This is an optimization exercise on Yosys and OpenROAD, whose aim is small area, not a production implementation.
No functional check of the RTL was part of this run.
Power and IR drop assume default switching activity.

[config.mk]
export PLATFORM = sky130hd
export DESIGN_NAME = pi6502_orch
export DESIGN_NICKNAME = pi6502_orch
export VERILOG_FILES = /design/flow/design.v
export SDC_FILE = /design/flow/constraint.sdc
export NUM_CORES = 4
export LEC_CHECK = 0
export CAP_MARGIN = 20
export CORE_MARGIN = 2
export CORE_UTILIZATION = 40
export SLEW_MARGIN = 20
[run.sh]
#!/bin/bash
# synth_recipe.tcl (not shown) runs the flow's synth.tcl, then flattens the netlist and writes it again
# the make line also repeats each setting of config.mk as NAME=value (left out here)
make -C /OpenROAD-flow-scripts/flow DESIGN_CONFIG=/design/flow/config.mk WORK_HOME=/design/flow/orfs CLKGATE_MAP_FILE= SYNTH_SCRIPT=/design/flow/synth_recipe.tcl finish
[constraint.sdc]
create_clock -name core_clock -period 5.0 [get_ports {clk}]
set_input_delay 1.0000 -clock core_clock [delete_from_list [all_inputs] [get_ports {clk}]]
set_output_delay 1.0000 -clock core_clock [all_outputs]
set_load 0.01 [all_outputs]
[design.v]
module pi6502_orch (
    input  wire        clk,
    input  wire        rst,           
    output wire        cpu_clk,
    output wire        cpu_rst,       
    input  wire        cpu_rw,        
    input  wire [15:0] cpu_addr,
    input  wire [7:0]  cpu_din,       
    output wire [7:0]  cpu_dout,      
    output wire        cpu_doe,       
    output wire        mem_en,
    output wire        mem_we,
    output wire [15:0] mem_addr,
    output wire [7:0]  mem_wdata,
    input  wire [7:0]  mem_rdata,
    output wire        key_poll,
    input  wire        key_valid,
    input  wire [7:0]  key_code,
    output wire        con_valid,
    output wire [1:0]  con_kind,      
    output wire [6:0]  con_char,
    output wire        rej_valid,
    output wire [15:0] rej_addr,
    output wire [7:0]  rej_data
);
    localparam [15:0] A_KBD   = 16'hD010;
    localparam [15:0] A_KBDCR = 16'hD011;
    localparam [15:0] A_DSP   = 16'hD012;
    localparam [15:0] A_DSPCR = 16'hD013;
    localparam [7:0]  RESET_KEY = 8'h52;    
    localparam        POLL_N  = 50;
    localparam [4:0]
        S_RS_ASSERT  = 5'd0,
        S_RS_LO      = 5'd1,
        S_RS_LO_WAIT = 5'd2,
        S_RS_HI      = 5'd3,
        S_RS_HI_WAIT = 5'd4,
        S_RS_RELEASE = 5'd5,
        S_L1         = 5'd6,
        S_L2         = 5'd7,
        S_L3         = 5'd8,
        S_L4         = 5'd9,
        S_H1         = 5'd10,
        S_H2         = 5'd11,
        S_H3         = 5'd12,
        S_H4         = 5'd13,
        S_E1         = 5'd14,
        S_P1         = 5'd15,
        S_P2         = 5'd16;
    reg  [4:0]  seq;
    reg         clk_q;           
    reg         rst_q;           
    reg         ddir_out;        
    reg  [7:0]  dout_q;          
    reg         t_rw;            
    reg  [15:0] t_addr;          
    reg  [5:0]  poll_cnt;        
    reg         rst_req;         
    reg  [9:0]  rst_cnt;         
    reg  [7:0]  kbd;             
    reg  [7:0]  kbdcr;           
    reg  [7:0]  dspcr;           
    wire is_xrom = (t_addr[15:12] == 4'hE);
    wire is_brom = (t_addr[15:8]  == 8'hFF);
    wire is_dev  = (t_addr == A_KBD) || (t_addr == A_KBDCR) ||
                   (t_addr == A_DSP) || (t_addr == A_DSPCR);
    wire rd_mem  = t_rw && !is_dev;
    wire wr_mem  = !t_rw && !is_dev && !is_xrom && !is_brom;
    wire [6:0] dsp_c      = cpu_din[6:0];
    wire       dsp_drop   = (dsp_c == 7'h00) || (dsp_c == 7'h7F) || (dsp_c == 7'h0A);
    wire       dsp_break  = (dsp_c == 7'h0D);
    wire key_is_reset = (key_code == RESET_KEY) || (key_code == (RESET_KEY ^ 8'h20));
    wire [6:0] key_norm = (key_code == 8'h0A) ? 7'h0D : key_code[6:0];
    wire in_h3  = (seq == S_H3);
    wire in_p1  = (seq == S_P1);
    assign cpu_clk   = clk_q;
    assign cpu_rst   = rst_q;
    assign cpu_doe   = ddir_out;
    assign cpu_dout  = dout_q;
    assign mem_en    = in_h3 && (rd_mem || wr_mem);
    assign mem_we    = !t_rw;
    assign mem_addr  = t_addr;
    assign mem_wdata = cpu_din;
    assign key_poll  = in_p1;
    wire con_dsp     = in_h3 && !t_rw && (t_addr == A_DSP) && !dsp_drop;
    wire con_notice  = in_p1 && key_valid && key_is_reset;
    assign con_valid = con_dsp || con_notice;
    assign con_kind  = con_notice ? 2'd2 : (dsp_break ? 2'd1 : 2'd0);
    assign con_char  = dsp_c;
    assign rej_valid = in_h3 && !t_rw && is_brom;
    assign rej_addr  = t_addr;
    assign rej_data  = cpu_din;
    always @(posedge clk) begin
        if (rst) begin
            seq      <= S_RS_ASSERT;
            clk_q    <= 1'b1;
            rst_q    <= 1'b1;
            ddir_out <= 1'b0;
            dout_q   <= 8'h00;
            t_rw     <= 1'b1;
            t_addr   <= 16'h0000;
            poll_cnt <= 6'd0;
            rst_req  <= 1'b1;
            rst_cnt  <= 10'd0;
            kbd      <= 8'h00;
            kbdcr    <= 8'h00;
            dspcr    <= 8'h00;
        end else begin
            case (seq)
            S_RS_ASSERT: begin
                rst_req <= 1'b0;
                rst_cnt <= 10'd0;
                rst_q   <= 1'b1;
                seq     <= S_RS_LO;
            end
            S_RS_LO: begin
                if (rst_cnt == 10'd100)
                    rst_q <= 1'b0;
                clk_q <= 1'b0;
                seq   <= S_RS_LO_WAIT;
            end
            S_RS_LO_WAIT: seq <= S_RS_HI;
            S_RS_HI: begin
                clk_q <= 1'b1;
                seq   <= S_RS_HI_WAIT;
            end
            S_RS_HI_WAIT: begin
                rst_cnt <= rst_cnt + 10'd1;
                if (rst_cnt == 10'd999)
                    seq <= S_RS_RELEASE;
                else
                    seq <= S_RS_LO;
            end
            S_RS_RELEASE: begin
                rst_q <= 1'b1;
                seq   <= S_L1;
            end
            S_L1: begin
                clk_q <= 1'b0;
                seq   <= S_L2;
            end
            S_L2: begin
                ddir_out <= 1'b0;
                seq      <= S_L3;
            end
            S_L3: seq <= S_L4;
            S_L4: begin
                t_rw   <= cpu_rw;
                t_addr <= cpu_addr;
                seq    <= S_H1;
            end
            S_H1: begin
                clk_q <= 1'b1;
                seq   <= S_H2;
            end
            S_H2: seq <= S_H3;
            S_H3: begin
                if (t_rw) begin
                    ddir_out <= 1'b1;       
                end else begin
                    case (t_addr)
                    A_KBD:   kbd   <= cpu_din;
                    A_KBDCR: kbdcr <= cpu_din;
                    A_DSPCR: dspcr <= cpu_din;
                    default: ;
                    endcase
                end
                seq <= S_H4;
            end
            S_H4: begin
                if (t_rw) begin
                    case (t_addr)
                    A_KBD: begin
                        dout_q <= kbd;
                        kbd    <= 8'h00;
                        kbdcr  <= 8'h00;
                    end
                    A_KBDCR: dout_q <= kbdcr;
                    A_DSP:   dout_q <= 8'h00;
                    A_DSPCR: dout_q <= dspcr;
                    default: dout_q <= mem_rdata;
                    endcase
                end
                seq <= S_E1;
            end
            S_E1: begin
                if (poll_cnt == POLL_N - 1) begin
                    poll_cnt <= 6'd0;
                    seq      <= S_P1;
                end else begin
                    poll_cnt <= poll_cnt + 6'd1;
                    seq      <= S_L1;
                end
            end
            S_P1: begin
                if (key_valid) begin
                    if (key_is_reset) begin
                        rst_req <= 1'b1;
                    end else begin
                        kbd   <= {1'b1, key_norm[6:0]};
                        kbdcr <= 8'h80;
                    end
                end
                seq <= S_P2;
            end
            S_P2: seq <= rst_req ? S_RS_ASSERT : S_L1;
            default: seq <= S_RS_ASSERT;
            endcase
        end
    end
endmodule
==> results.txt <==
==> worst paths after layout <==
kind | start | end | slack [ns] | depth (start not counted)
hold / removal | clk_q | clk_q | 0.47 | 2
hold reg to reg | clk_q | clk_q | 0.47 | 2
setup reg to reg | t_addr[12] | kbdcr[7] | 2.29 | 5
setup / recovery | key_code[0] | con_valid | 0.76 | 6
==> cells in the mapped netlist (3+ instances only) <==
master / number / area, um^2
nand2b_1: 12 / 75.1
and4_1: 4 / 35.0
a311oi_1: 6 / 52.6
inv_1: 8 / 30.0
buf_2: 4 / 20.0
nand3_1: 12 / 60.1
or4_1: 7 / 52.6
mux2i_1: 29 / 290
a22oi_1: 4 / 30.0
nor3_1: 17 / 85.1
nor2b_1: 5 / 31.3
a211o_1: 3 / 26.3
ha_1: 4 / 50.1
xor2_1: 7 / 61.3
and3_1: 7 / 43.8
nor4b_1: 5 / 43.8
a31oi_1: 6 / 37.5
o21ai_0: 19 / 95.1
buf_4: 41 / 308
dfxtp_1: 74 / 1480
nand2_1: 27 / 101
a221oi_1: 5 / 43.8
clkbuf_1: 18 / 67.6
a21oi_1: 24 / 120
nor2_1: 62 / 233
nor3b_1: 6 / 45.0
a211oi_1: 9 / 67.6
nand4_1: 7 / 43.8
o21bai_1: 3 / 22.5
nor4_1: 7 / 43.8
==> cell type report <==
class	instances	area, um^2	area share [%]
clock inverters	4	98.8	1.91
clock buffers	12	145	2.80
repair buffers	120	1190	23.0
inverters	8	30.0	0.579
well taps	133	166	3.21
multi-input cells	329	2070	39.9
flip-flops and latches	74	1480	28.6
==> flip-flops by register name, indices dropped and copies added (netlist names) <==
register and flops:
t_rw 1, seq 5, rst_q 1, ddir_out 1, poll_cnt 6, clk_q 1
dspcr 8, kbd 8, rst_cnt 10, t_addr 16, kbdcr 8, rst_req 1
dout_q 8
==> logic make-up (layout without fill, tap and decap cells) <==
group | count (synthesis) | in the layout | synth area share (%)
flops | 74 | 74 | 37.0
simple gates | 194 | 194 | 25.8
buf+inv | 75 | 144 | 11.4
fa+ha+maj | 4 | 4 | 1.25
mux | 31 | 31 | 7.81
xor+xnor | 8 | 8 | 1.75
compound gates | 92 | 92 | 15.0
==> where the power goes <==
group | switching [mW] | internal, mW
logic | 0.0504 | 0.0624
registers | 0.00908 | 0.592
clock network | 0.213 | 0.347
==> metrics by stage <==
step           power [mW]  setup slack (ns)  std cells  hold WS, ns  instance area (um^2)
3_5_place_dp        0.728             0.737        663        0.453                  4920
5_1_grt              1.32             0.654        680        0.492                  5180
4_1_cts              1.29             0.741        679        0.474                  5170
6_report             1.27             0.756        680        0.474                  5180
3_3_place_gp        0.727             0.870        663        0.450                  4920
2_1_floorplan       0.670              1.94        478        0.436                  4000
==> per-layer routing <==
layer | up-vias | track usage, % | routed length, um
met5 | - | 0 | 0
met4 | 0 | 5.31 | 73
met3 | 6 | 4.14 | 407
met2 | 61 | 33.7 | 5400
met1 | 1707 | 25.4 | 4900
li1 | 1818 | - | -
==> critical path: cells and delay by family <==
| family | cells | cell delay (ns) |
|---|---|---|
| AND/OR/NAND/NOR | 3 | 1.17 |
| buffers and inverters | 2 | 0.96 |
| AO/OA/AOI/OAI | 1 | 0.10 |
==> cell usage in the layout (no fill, tap or decap), drive strengths merged, types with 3 or more instances in the layout <==
cell type and n:
clkdlybuf4s50 115, dfxtp 74, nor2 63, mux2i 29, nand2 27, a21oi 24
o21ai 19, nor3 17, nand3 12, nand2b 12, clkbuf 12, a211oi 9
inv 8, nor4 8, and3 8, or4 8, xor2 7, nand4 7
nor3b 6, a31oi 6, a311oi 6, nor2b 5, nor4b 5, a221oi 5
buf 5, and4 4, a22oi 4, ha 4, o21bai 3, a211o 3
bufinv 3
==> flow_summary.json <==
{
  "ir_drop_mv": 0.171,
  "cts_root_buf": "clkbuf_8",
  "p_leak_nw": 1.90,
  "fmaxAchievable_ghz": 0.236,
  "cp_max_fo": 4,
  "num_vias": 3592,
  "drtPass1Iterations": 4,
  "status": "complete, no violations",
  "skew_ns": 0.0101,
  "numPortBuffers": 116,
  "finalSetupViolations": 0,
  "slew_headroom_pct": 34.7,
  "max_stage_delay_ns": 0.62,
  "antenna_found_initial": 0,
  "coreArea_um2": 9730,
  "cts_tree": "built",
  "slowest_stage": "nor4b_1",
  "cts_sinks": 74,
  "required_ns": 4.00,
  "maxSlewViolCount": 0,
  "avgSynthCellArea_um2": 8.38,
  "grt_overflow": 0,
  "syn-cell-area_um2": 4000,
  "post_cts_resized": 0,
  "pin_count": 117,
  "wl_um": 10800,
  "ys_warn_count": 1,
  "hold_violations": 0,
  "synth_edf_count": 0,
  "arrival_ns": 3.24,
  "clk-insertion-delay-late_ns": 0.34,
  "synth.distinct_cells": 56,
  "grt_start_max_net_pins": 52,
  "postRouteAntennaNets": 0,
  "maxCapViolCount": 0,
  "worst_pin_slew_ns": 0.970,
  "syn-num-nets": 526,
  "clkTransAtPathRegs_ns": 0.08,
  "rsz0062_at_grt": "false",
  "synth_flop_cell": "dfxtp_1",
  "critPathCaptureType": "output pin",
  "grt_pass1_vias": 3462,
  "grt_use_total_pct": 19.8,
  "drt_iter0_markers": 152,
  "nNetsFinal": 590,
  "initial_core_util_pct": 41.2,
  "yosysSeqAreaShare_pct": 37.0,
  "holdBufCountCts": 0,
  "holdCritPathClass": "reg -> reg",
  "synth_cells": 478,
  "placementRows": 36,
  "die_width_um": 104,
  "dp_hpwl_um": 7780,
  "n_fill_cell": 928,
  "vias_per_cell": 5.28,
  "path_cells": "clkdlybuf4s50_1 -> nor4b_1 -> and4_1 -> and2_1 -> a21o_1 -> clkdlybuf4s50_1",
  "htree_levels": 3,
  "cts_buffer_depth": 2,
  "layout-drive-gt1-share_pct": 4.94,
  "final_util_pct": 53.3,
  "powerDensity_nw_per_um2": 246,
  "die_h_um": 104,
  "place_congestion": 0.848,
  "synthArstFlopShare_pct": 0,
  "setup_tns_ns": 0,
  "cpMostUsedCell": "clkdlybuf4s50_1",
  "antenna_cells": 0,
  "area_growth_pct": 29.4,
  "die-area_um2": 10800,
  "period_needed_ns": 4.24,
  "crit_type": "in -> out",
  "grt_pass1_wl_um": 17700,
  "cts_buffers": 9,
  "startpoint_type": "input port",
  "fin_crit_sh_pct": 84.9,
  "wl_per_cell_um": 15.9,
  "drc": 0,
  "post_cts_buffers": 0,
  "ys_seq_elements": 74
}

-- separate check: timing with driven ports --
The flow's constraints put no driver on any port. The routed layout listed below was extracted and timed again, unchanged, in two steps.
Step 1: set_driving_cell puts a clkbuf_16 on clk and a buf_2 on each other input, an assumption about the parent block.
Step 2 times the ports against the registers' clock, not the clock port: input delays grow and output delays shrink by t, the midpoint of the rising clock arrivals with the driver on.
a / b / c = ideal / step 1 / step 2; a / b = the first two.
t (ns): 0.371
slack for setup (ns): 0.756 / 0.726 / 0.726
worst hold slack (ns): 0.474 / 0.474 / 0.474
worst setup path after step 2: input to output
cell pins on the clock port's net: 1
After both steps this run still meets setup and hold. For this run, drivers alone change the setup slack by -0.030 ns; drivers and shift together by -0.030 ns.
